Source: an optimization exercise on an open RTL-to-GDS flow (aim: small area, a short achievable clock period and few clock cycles). Production flows keep margins and buffers that such runs may drop.
RTL that was checked went through simulation tests only; none was proved equivalent to the original.
Power and IR drop assume default switching activity.

==> inputs of run a <==
==> flow/design.v <==
module nibbler_enc (
    input  wire        clk,
    input  wire        rst,         
    input  wire        start,
    input  wire [13:0] len,         
    output wire [12:0] in_addr,
    input  wire [7:0]  in_data,
    output reg         out_we,
    output reg  [13:0] out_addr,
    output reg  [7:0]  out_data,
    output wire        busy,
    output reg         done,
    output wire [13:0] written      
);
    localparam [1:0] S_IDLE = 2'd0,
                     S_LIT  = 2'd1,    
                     S_RUN  = 2'd2,    
                     S_END  = 2'd3;    
    reg [1:0]  state;
    reg [12:0] ra;         
    reg [1:0]  kc;         
    reg [7:0]  r0, r1, r2;
    reg        e01, e12, e23;    
    reg        mv0;              
    reg [13:0] rem;        
    reg [13:0] c;          
    reg [1:0]  lm;         
    reg        lead;       
    reg [1:0]  mark;
    reg [13:0] wp;         
    reg [13:0] ocur0;      
    reg        slot_v;
    reg [13:0] slot_pos;
    reg [3:0]  slot_hi;
    reg        pv;         
    reg [13:0] paddr;
    reg [7:0]  pdata;
    reg        eph;        
    assign busy    = (state != S_IDLE);
    assign in_addr = ra;
    assign written = wp;
    wire valid = (kc == 2'd0);
    wire rem_ok = ~rem[13];                         
    wire rsa    = rem_ok & e01 & e12 & e23 & mv0;   
    wire chunk_end = (rem == 14'h3FFA);             
    wire pre    = (&c[13:4]) & ~c[3];               
    wire c_m1   = &c;                               
    wire c_63   = (c == 14'd63);                    
    wire [3:0] n0 = (lm == 2'd0) ? {1'b0, c[2:0]} :
                    (lm == 2'd1) ? {2'b10, c[5:4]} : {3'b110, c[12]};
    wire [3:0] n1 = (lm == 2'd1) ? c[3:0] : c[11:8];
    wire [3:0] n2 = c[7:4];
    wire [3:0] n3 = c[3:0];
    wire [1:0] nb = (lm == 2'd2) ? 2'd2 : (lm == 2'd1) ? 2'd1 : {1'b0, ~slot_v};
    wire act     = valid & ((state == S_LIT) | (state == S_RUN));
    wire in_lit  = act & (state == S_LIT);
    wire in_run  = act & (state == S_RUN);
    wire lit_pre_ld = in_lit & pre & ~(c[1] & c[0]);           
    wire lit_first  = in_lit & pre & c[1] & c[0];              
    wire lead_hit   = lit_first & lead & rem_ok & e01 & e12 & mv0;
    wire lit_steady = in_lit & ~pre;
    wire lit_endc   = lit_steady & chunk_end;
    wire lit_endr   = lit_steady & ~chunk_end & rsa;
    wire lit_go     = lit_steady & ~chunk_end & ~rsa;
    wire rs1        = lit_go & c_m1 & (lm == 2'd0) & slot_v;
    wire rs2        = lit_go & c_63 & (lm == 2'd1);
    wire restart    = rs1 | rs2;
    wire litw       = (lit_first & ~lead_hit) | (lit_go & ~restart);
    wire run_go     = in_run & rem_ok & e01;
    wire run_end    = in_run & ~(rem_ok & e01);
    wire fe         = lit_endc | lit_endr | run_end;   
    wire [13:0] fo  = run_end ? wp : ocur0;
    wire [13:0] fo1 = fo + 14'd1;
    reg         w1v, w2v;
    reg  [13:0] w1a, w2a;
    reg  [7:0]  w1d, w2d;
    reg         ns_v;
    reg  [13:0] ns_pos;
    reg  [3:0]  ns_hi;
    always @* begin
        w1v = 1'b0; w2v = 1'b0;
        w1a = fo;   w2a = fo1;
        w1d = {n0, n1}; w2d = {n2, n3};
        ns_v = 1'b0; ns_pos = fo; ns_hi = n0;
        if (slot_v) begin
            w1v = 1'b1;
            w1a = slot_pos;
            w1d = {slot_hi, n0};
            if (lm == 2'd1) begin
                ns_v = 1'b1; ns_pos = fo; ns_hi = n1;
            end else if (lm == 2'd2) begin
                w2v = 1'b1; w2a = fo; w2d = {n1, n2};
                ns_v = 1'b1; ns_pos = fo1; ns_hi = n3;
            end
        end else begin
            if (lm == 2'd0) begin
                ns_v = 1'b1; ns_pos = fo; ns_hi = n0;
            end else begin
                w1v = 1'b1;
                w2v = (lm == 2'd2);
            end
        end
    end
    wire [13:0] bodylen = wp - 14'd2;
    always @(posedge clk) begin
        out_we <= 1'b0;
        done   <= 1'b0;
        r0  <= in_data;
        r1  <= r0;
        r2  <= r1;
        e01 <= (in_data == r0);
        e12 <= e01;
        e23 <= e12;
        mv0 <= (in_data == 8'h00) | (in_data == 8'hFF);
        if (state == S_LIT || state == S_RUN) begin
            ra <= ra + 13'd1;
            if (kc != 2'd0) kc <= kc - 2'd1;
        end
        if (act) begin
            rem <= rem - 14'd1;
            c   <= c + 14'd1;
        end
        if (litw) begin
            out_we   <= 1'b1;
            out_addr <= wp;
            out_data <= r2;
            wp       <= wp + 14'd1;
        end else if (fe) begin
            if (pv) begin
                out_we   <= 1'b1;
                out_addr <= paddr;
                out_data <= pdata;
                pv       <= w1v;
                paddr    <= w1a;
                pdata    <= w1d;
            end else begin
                out_we   <= w1v;
                out_addr <= w1a;
                out_data <= w1d;
                pv       <= w2v;
                paddr    <= w2a;
                pdata    <= w2d;
            end
        end else if (pv) begin
            out_we   <= 1'b1;
            out_addr <= paddr;
            out_data <= pdata;
            pv       <= 1'b0;
        end
        if (fe) begin
            slot_v   <= ns_v;
            slot_pos <= ns_pos;
            slot_hi  <= ns_hi;
        end
        if (lit_pre_ld)
            wp <= ocur0 + {12'd0, nb};
        if (lit_first)
            lead <= 1'b0;
        if (lead_hit) begin
            state <= S_RUN;
            c     <= 14'h3FFB;           
            lm    <= 2'd0;
            mark  <= {1'b0, r0[0]};
            wp    <= ocur0;
        end
        if (lit_go & ~restart & c_m1 & (lm == 2'd0))
            lm <= 2'd1;
        if (restart) begin
            lm  <= rs1 ? 2'd1 : 2'd2;
            c   <= 14'h3FF5;             
            kc  <= 2'd2;
            ra  <= ra - (rs1 ? 13'd12 : 13'd76);
            rem <= rem + (rs1 ? 14'd10 : 14'd74);
        end
        if (lit_endr) begin
            state <= S_RUN;
            c     <= 14'h3FFB;           
            lm    <= 2'd0;
        end
        if (lit_endc) begin
            state <= S_END;
        end
        if (run_go) begin
            if (c_m1) lm <= 2'd1;
            if (c_63) lm <= 2'd2;
        end
        if (run_end) begin
            state <= S_LIT;
            c     <= 14'h3FF6;           
            lm    <= 2'd0;
            ocur0 <= wp + {12'd0, nb};
        end
        if (state == S_END && !pv) begin
            if (slot_v) begin
                out_we   <= 1'b1;
                out_addr <= slot_pos;
                out_data <= {slot_hi, 4'd0};
                slot_v   <= 1'b0;
            end else if (!eph) begin
                out_we   <= 1'b1;
                out_addr <= 14'd0;
                out_data <= {mark, bodylen[13:8]};
                eph      <= 1'b1;
            end else begin
                out_we   <= 1'b1;
                out_addr <= 14'd1;
                out_data <= bodylen[7:0];
                done     <= 1'b1;
                state    <= S_IDLE;
            end
        end
        if (state == S_IDLE && start) begin
            mark   <= 2'b10;
            slot_v <= 1'b0;
            pv     <= 1'b0;
            eph    <= 1'b0;
            ocur0  <= 14'd2;
            wp     <= 14'd2;
            ra     <= 13'd0;
            kc     <= 2'd2;
            c      <= 14'h3FF5;          
            lm     <= 2'd0;
            lead   <= 1'b1;
            rem    <= len - 14'd4;
            state  <= (len == 14'd0) ? S_END : S_LIT;
        end
        if (rst) begin
            state  <= S_IDLE;
            out_we <= 1'b0;
            done   <= 1'b0;
        end
    end
endmodule
==> flow/run.sh <==
#!/bin/bash
# synth_recipe.tcl (not shown) runs the flow's synth.tcl, then flattens the netlist and writes it again
# the make line also repeats each setting of config.mk as NAME=value (left out here)
make -C /OpenROAD-flow-scripts/flow DESIGN_CONFIG=/design/flow/config.mk WORK_HOME=/design/flow/orfs CLKGATE_MAP_FILE= SYNTH_SCRIPT=/design/flow/synth_recipe.tcl finish
==> flow/config.mk <==
export PLATFORM = sky130hd
export DESIGN_NAME = nibbler_enc
export DESIGN_NICKNAME = nibbler_enc
export VERILOG_FILES = /design/flow/design.v
export SDC_FILE = /design/flow/constraint.sdc
export NUM_CORES = 4
export LEC_CHECK = 0
export CAP_MARGIN = 20
export CORE_MARGIN = 2
export CORE_UTILIZATION = 40
export SLEW_MARGIN = 20
==> flow/constraint.sdc <==
create_clock -name core_clock -period 5.0 [get_ports {clk}]
set_input_delay 1.0000 -clock core_clock [delete_from_list [all_inputs] [get_ports {clk}]]
set_output_delay 1.0000 -clock core_clock [all_outputs]
set_load 0.01 [all_outputs]
==> inputs of run b, as changes to run a <==
--- a/flow/design.v
+++ b/flow/design.v
@@ -24,6 +24,10 @@
     reg        mv0;              
     reg [13:0] rem;        
     reg [13:0] c;          
+    reg [1:0]  lph;        
+    reg        fm1;        
+    reg        f63;        
+    reg        ce;         
     reg [1:0]  lm;         
     reg        lead;       
     reg [1:0]  mark;
@@ -39,13 +43,13 @@
     assign busy    = (state != S_IDLE);
     assign in_addr = ra;
     assign written = wp;
-    wire valid = (kc == 2'd0);
+    wire valid = ~kc[1];
     wire rem_ok = ~rem[13];                         
     wire rsa    = rem_ok & e01 & e12 & e23 & mv0;   
-    wire chunk_end = (rem == 14'h3FFA);             
-    wire pre    = (&c[13:4]) & ~c[3];               
-    wire c_m1   = &c;                               
-    wire c_63   = (c == 14'd63);                    
+    wire chunk_end = ce;
+    wire pre    = ~(lph[1] & lph[0]);
+    wire c_m1   = fm1;                              
+    wire c_63   = f63;                              
     wire [3:0] n0 = (lm == 2'd0) ? {1'b0, c[2:0]} :
                     (lm == 2'd1) ? {2'b10, c[5:4]} : {3'b110, c[12]};
     wire [3:0] n1 = (lm == 2'd1) ? c[3:0] : c[11:8];
@@ -55,8 +59,8 @@
     wire act     = valid & ((state == S_LIT) | (state == S_RUN));
     wire in_lit  = act & (state == S_LIT);
     wire in_run  = act & (state == S_RUN);
-    wire lit_pre_ld = in_lit & pre & ~(c[1] & c[0]);           
-    wire lit_first  = in_lit & pre & c[1] & c[0];              
+    wire lit_pre_ld = in_lit & ~lph[1];                        
+    wire lit_first  = in_lit & lph[1] & ~lph[0];               
     wire lead_hit   = lit_first & lead & rem_ok & e01 & e12 & mv0;
     wire lit_steady = in_lit & ~pre;
     wire lit_endc   = lit_steady & chunk_end;
@@ -69,7 +73,7 @@
     wire run_go     = in_run & rem_ok & e01;
     wire run_end    = in_run & ~(rem_ok & e01);
     wire fe         = lit_endc | lit_endr | run_end;   
-    wire [13:0] fo  = run_end ? wp : ocur0;
+    wire [13:0] fo  = (state == S_RUN) ? wp : ocur0;
     wire [13:0] fo1 = fo + 14'd1;
     reg         w1v, w2v;
     reg  [13:0] w1a, w2a;
@@ -114,11 +118,15 @@
         mv0 <= (in_data == 8'h00) | (in_data == 8'hFF);
         if (state == S_LIT || state == S_RUN) begin
             ra <= ra + 13'd1;
-            if (kc != 2'd0) kc <= kc - 2'd1;
+            kc <= {kc[0], 1'b0};
         end
         if (act) begin
             rem <= rem - 14'd1;
             c   <= c + 14'd1;
+            fm1 <= (c == 14'h3FFE);
+            f63 <= (c == 14'd62);
+            ce  <= (rem == 14'h3FFB);
+            if (state == S_LIT && lph != 2'd3) lph <= lph + 2'd1;
         end
         if (litw) begin
             out_we   <= 1'b1;
@@ -162,19 +170,27 @@
             lm    <= 2'd0;
             mark  <= {1'b0, r0[0]};
             wp    <= ocur0;
+            fm1   <= 1'b0;
+            f63   <= 1'b0;
         end
         if (lit_go & ~restart & c_m1 & (lm == 2'd0))
             lm <= 2'd1;
         if (restart) begin
             lm  <= rs1 ? 2'd1 : 2'd2;
             c   <= 14'h3FF5;             
-            kc  <= 2'd2;
+            lph <= 2'd0;
+            fm1 <= 1'b0;
+            f63 <= 1'b0;
+            ce  <= 1'b0;
+            kc  <= 2'b11;
             ra  <= ra - (rs1 ? 13'd12 : 13'd76);
             rem <= rem + (rs1 ? 14'd10 : 14'd74);
         end
         if (lit_endr) begin
             state <= S_RUN;
             c     <= 14'h3FFB;           
+            fm1   <= 1'b0;
+            f63   <= 1'b0;
             lm    <= 2'd0;
         end
         if (lit_endc) begin
@@ -187,6 +203,9 @@
         if (run_end) begin
             state <= S_LIT;
             c     <= 14'h3FF6;           
+            lph   <= 2'd1;
+            fm1   <= 1'b0;
+            f63   <= 1'b0;
             lm    <= 2'd0;
             ocur0 <= wp + {12'd0, nb};
         end
@@ -217,8 +236,12 @@
             ocur0  <= 14'd2;
             wp     <= 14'd2;
             ra     <= 13'd0;
-            kc     <= 2'd2;
+            kc     <= 2'b11;
             c      <= 14'h3FF5;          
+            lph    <= 2'd0;
+            fm1    <= 1'b0;
+            f63    <= 1'b0;
+            ce     <= 1'b0;
             lm     <= 2'd0;
             lead   <= 1'b1;
             rem    <= len - 14'd4;
SETUP_SLACK_MARGIN = 1.5   (was default)
==> inputs of run c, as changes to run a <==
==> flow/design.v (replaced) <==
module nibbler_enc (
    input  wire        clk,
    input  wire        rst,         
    input  wire        start,
    input  wire [13:0] len,         
    output wire [12:0] in_addr,
    input  wire [7:0]  in_data,
    output reg         out_we,
    output reg  [13:0] out_addr,
    output reg  [7:0]  out_data,
    output wire        busy,
    output reg         done,
    output wire [13:0] written      
);
    reg        s_lit;      
    reg        s_run;      
    reg        s_end;      
    reg        act;        
    reg [1:0]  kc;         
    reg        rq;         
    reg        rqk;        
    reg [13:0] ra;         
    reg [13:0] lim;        
    reg        rok;        
    reg [2:0]  q;          
    reg [7:0]  r0, r1, r2;
    reg        e01, e12, e23;    
    reg        mv0;              
    reg        rsa;              
    reg        lead_ok;          
    reg        run_ok;           
    reg [13:0] c;          
    reg [1:0]  lph;        
    reg        fm1;        
    reg        f63;        
    reg [1:0]  lm;         
    reg        lead;       
    reg [1:0]  mark;
    reg [13:0] wp;         
    reg [13:0] ocur0;      
    reg        slot_v;
    reg [13:0] slot_pos;
    reg [3:0]  slot_hi;
    reg        pv;         
    reg [13:0] paddr;
    reg [7:0]  pdata;
    reg        eph;        
    assign busy    = s_lit | s_run | s_end;
    assign in_addr = ra[12:0];
    assign written = wp;
    wire [3:0] n0 = (lm == 2'd0) ? {1'b0, c[2:0]} :
                    (lm == 2'd1) ? {2'b10, c[5:4]} : {3'b110, c[12]};
    wire [3:0] n1 = (lm == 2'd1) ? c[3:0] : c[11:8];
    wire [3:0] n2 = c[7:4];
    wire [3:0] n3 = c[3:0];
    wire [1:0] nb = (lm == 2'd2) ? 2'd2 : (lm == 2'd1) ? 2'd1 : {1'b0, ~slot_v};
    wire ce         = ~rok & (q == 3'd5);             
    wire in_lit     = act & s_lit;
    wire in_run     = act & s_run;
    wire lit_pre_ld = in_lit & ~lph[1];               
    wire lit_first  = in_lit & lph[1] & ~lph[0];      
    wire lead_hit   = lit_first & lead & lead_ok;
    wire lit_steady = in_lit & lph[1] & lph[0];
    wire lit_endc   = lit_steady & ce;
    wire lit_endr   = lit_steady & ~ce & rsa;
    wire lit_go     = lit_steady & ~ce & ~rsa;
    wire rs1        = lit_go & fm1 & (lm == 2'd0) & slot_v;
    wire rs2        = lit_go & f63 & lm[0];
    wire restart    = rs1 | rs2;
    wire litw       = (lit_first & ~lead_hit) | lit_go;
    wire run_go     = in_run & run_ok;
    wire run_end    = in_run & ~run_ok;
    wire fe         = lit_endc | lit_endr | run_end;   
    wire [13:0] fo  = s_run ? wp : ocur0;
    wire [13:0] fo1 = fo + 14'd1;
    reg         w1v, w2v;
    reg  [13:0] w1a, w2a;
    reg  [7:0]  w1d, w2d;
    reg         ns_v;
    reg  [13:0] ns_pos;
    reg  [3:0]  ns_hi;
    always @* begin
        w1v = 1'b0; w2v = 1'b0;
        w1a = fo;   w2a = fo1;
        w1d = {n0, n1}; w2d = {n2, n3};
        ns_v = 1'b0; ns_pos = fo; ns_hi = n0;
        if (slot_v) begin
            w1v = 1'b1;
            w1a = slot_pos;
            w1d = {slot_hi, n0};
            if (lm == 2'd1) begin
                ns_v = 1'b1; ns_pos = fo; ns_hi = n1;
            end else if (lm == 2'd2) begin
                w2v = 1'b1; w2a = fo; w2d = {n1, n2};
                ns_v = 1'b1; ns_pos = fo1; ns_hi = n3;
            end
        end else begin
            if (lm == 2'd0) begin
                ns_v = 1'b1; ns_pos = fo; ns_hi = n0;
            end else begin
                w1v = 1'b1;
                w2v = (lm == 2'd2);
            end
        end
    end
    wire [13:0] bodylen = wp - 14'd2;
    wire in_eq = (in_data == r0);
    wire in_mv = (in_data == 8'h00) | (in_data == 8'hFF);
    wire rok_n = (ra < lim);
    always @(posedge clk) begin
        out_we   <= 1'b0;
        out_addr <= wp;
        out_data <= r2;
        done     <= 1'b0;
        rq       <= 1'b0;
        paddr    <= pv ? w1a : w2a;
        pdata    <= pv ? w1d : w2d;
        r0  <= in_data;
        r1  <= r0;
        r2  <= r1;
        e01 <= in_eq;
        e12 <= e01;
        e23 <= e12;
        mv0 <= in_mv;
        rsa     <= rok_n & in_eq & in_mv & e01 & e12;
        lead_ok <= rok_n & in_eq & in_mv & e01;
        run_ok  <= rok_n & in_eq;
        act <= (s_lit | s_run) & ~kc[1] & ~restart & ~lit_endc;
        kc  <= {kc[0], 1'b0};
        rok <= rok_n;
        ra  <= ra + 14'd1;
        if (act) begin
            q   <= rok ? 3'd0 : q + 3'd1;
            c   <= c + 14'd1;
            fm1 <= (c == 14'h3FFE);
            f63 <= (c == 14'd62);
            if (s_lit && lph != 2'd3) lph <= lph + 2'd1;
        end
        if (litw) begin
            out_we   <= 1'b1;
            wp       <= wp + 14'd1;
        end else if (fe) begin
            if (pv) begin
                out_we   <= 1'b1;
                out_addr <= paddr;
                out_data <= pdata;
                pv       <= w1v;
            end else begin
                out_we   <= w1v;
                out_addr <= w1a;
                out_data <= w1d;
                pv       <= w2v;
            end
        end else if (pv) begin
            out_we   <= 1'b1;
            out_addr <= paddr;
            out_data <= pdata;
            pv       <= 1'b0;
        end
        if (fe) begin
            slot_v   <= ns_v;
            slot_pos <= ns_pos;
            slot_hi  <= ns_hi;
        end
        if (lit_pre_ld)
            wp <= ocur0 + {12'd0, nb};
        if (lit_first)
            lead <= 1'b0;
        if (lead_hit) begin
            s_lit <= 1'b0;
            s_run <= 1'b1;
            c     <= 14'h3FFB;           
            fm1   <= 1'b0;
            f63   <= 1'b0;
            lm    <= 2'd0;
            mark  <= {1'b0, r0[0]};
            wp    <= ocur0;
        end
        if (lit_go & fm1 & (lm == 2'd0))
            lm <= 2'd1;
        if (restart) begin
            kc  <= 2'b11;
            rq  <= 1'b1;
            rqk <= rs1;
            if (rs2) lm <= 2'd2;
        end
        if (rq) begin
            ra  <= ra - (rqk ? 14'd13 : 14'd77);
            c   <= 14'h3FF5;             
            lph <= 2'd0;
            fm1 <= 1'b0;
            f63 <= 1'b0;
        end
        if (lit_endr) begin
            s_lit <= 1'b0;
            s_run <= 1'b1;
            c     <= 14'h3FFB;           
            fm1   <= 1'b0;
            f63   <= 1'b0;
            lm    <= 2'd0;
        end
        if (lit_endc) begin
            s_lit <= 1'b0;
            s_end <= 1'b1;
        end
        if (run_go) begin
            if (fm1) lm <= 2'd1;
            if (f63) lm <= 2'd2;
        end
        if (run_end) begin
            s_run <= 1'b0;
            s_lit <= 1'b1;
            c     <= 14'h3FF6;           
            lph   <= 2'd1;
            fm1   <= 1'b0;
            f63   <= 1'b0;
            lm    <= 2'd0;
            ocur0 <= wp + {12'd0, nb};
        end
        if (s_end && !pv) begin
            if (slot_v) begin
                out_we   <= 1'b1;
                out_addr <= slot_pos;
                out_data <= {slot_hi, 4'd0};
                slot_v   <= 1'b0;
            end else if (!eph) begin
                out_we   <= 1'b1;
                out_addr <= 14'd0;
                out_data <= {mark, bodylen[13:8]};
                eph      <= 1'b1;
            end else begin
                out_we   <= 1'b1;
                out_addr <= 14'd1;
                out_data <= bodylen[7:0];
                done     <= 1'b1;
                s_end    <= 1'b0;
            end
        end
        if (!busy && start) begin
            mark   <= 2'b10;
            slot_v <= 1'b0;
            pv     <= 1'b0;
            eph    <= 1'b0;
            ocur0  <= 14'd2;
            wp     <= 14'd2;
            ra     <= 14'd0;
            kc     <= 2'b10;
            c      <= 14'h3FF5;          
            lph    <= 2'd0;
            fm1    <= 1'b0;
            f63    <= 1'b0;
            lm     <= 2'd0;
            lead   <= 1'b1;
            lim    <= (len[13:1] == 13'd0) ? 14'd0 : len - 14'd2;
            q      <= (len == 14'd1) ? 3'd2 : (len == 14'd2) ? 3'd1 : 3'd0;
            s_lit  <= (len != 14'd0);
            s_end  <= (len == 14'd0);
        end
        if (rst) begin
            s_lit  <= 1'b0;
            s_run  <= 1'b0;
            s_end  <= 1'b0;
            act    <= 1'b0;
            rq     <= 1'b0;
            out_we <= 1'b0;
            done   <= 1'b0;
        end
    end
endmodule
SETUP_SLACK_MARGIN = 2.5   (was default)
==> comparison table <==
	run b	run a	run c
Power dissipated by switching net loads	0.930 mW	0.940 mW	0.918 mW
Fin cells	1623	1628	1668
Pin count of the biggest net entering global routing	58	39	50
Vert. Die Dim	169 um	169 um	168 um
Slowest CP cell	buf_4	or4_1	or3_4
Wire per inst	18.3 um	19.6 um	19.5 um
Flop2flop setup slack	1.72 ns	0.49 ns	2.40 ns
Startpoint of the most critical hold path	r1[1]	r1[3]	r1[3]
Run status	timing/DRC/antenna clean	timing/DRC/antenna clean	timing/DRC/antenna clean
Clock Skews	0.0143 ns	0.0107 ns	0.0131 ns
Cell taking the most area after synthesis	edfxtp_1	edfxtp_1	dfxtp_1
Starting density of the core	40.6%	40.5%	41.0%
Setup Slack @ Placement	1.19 ns	0.528 ns	1.61 ns
Endpoint of the lowest-slack register-to-register path	rem[10]	rem[10]	wp[12]
Testbench counts of run a, summed over its fixed seeds: cycles 456,100.
The RTL of run b and run c was laid out without a check of its function.

[static timing again, ports no longer ideal]
How much do the figures lean on ideal ports? The routed layouts below were timed once more, with nothing changed but the port constraints.
Step 1, drivers: a clkbuf_16 drives clk and a buf_2 each remaining input, both assumed.
Step 2 adds t to the input delays and takes it off the output delays; t is the mean of the earliest and latest rising clock arrival at the registers after step 1. Input paths then give back, and output paths get back, about the clock's delay inside the block.
Slacks: ideal / step 1 / step 2; pairs: ideal / step 1.
run	shift t [ns]	slack for setup (ns)	latest minus earliest clock arrival (ns)	worst data-port slew with drivers (ns)
run a	0.490	0.494 / 0.494 / 0.494	0.011 / 0.011	0.05
run b	0.484	1.723 / 1.723 / 1.723	0.014 / 0.015	0.03
run c	0.488	2.396 / 2.361 / 2.015	0.013 / 0.013	0.04
After both steps every run listed still meets setup and hold. The setup slack of run c, which loses most, moves by -0.035 ns with the drivers and by -0.381 ns with both steps.
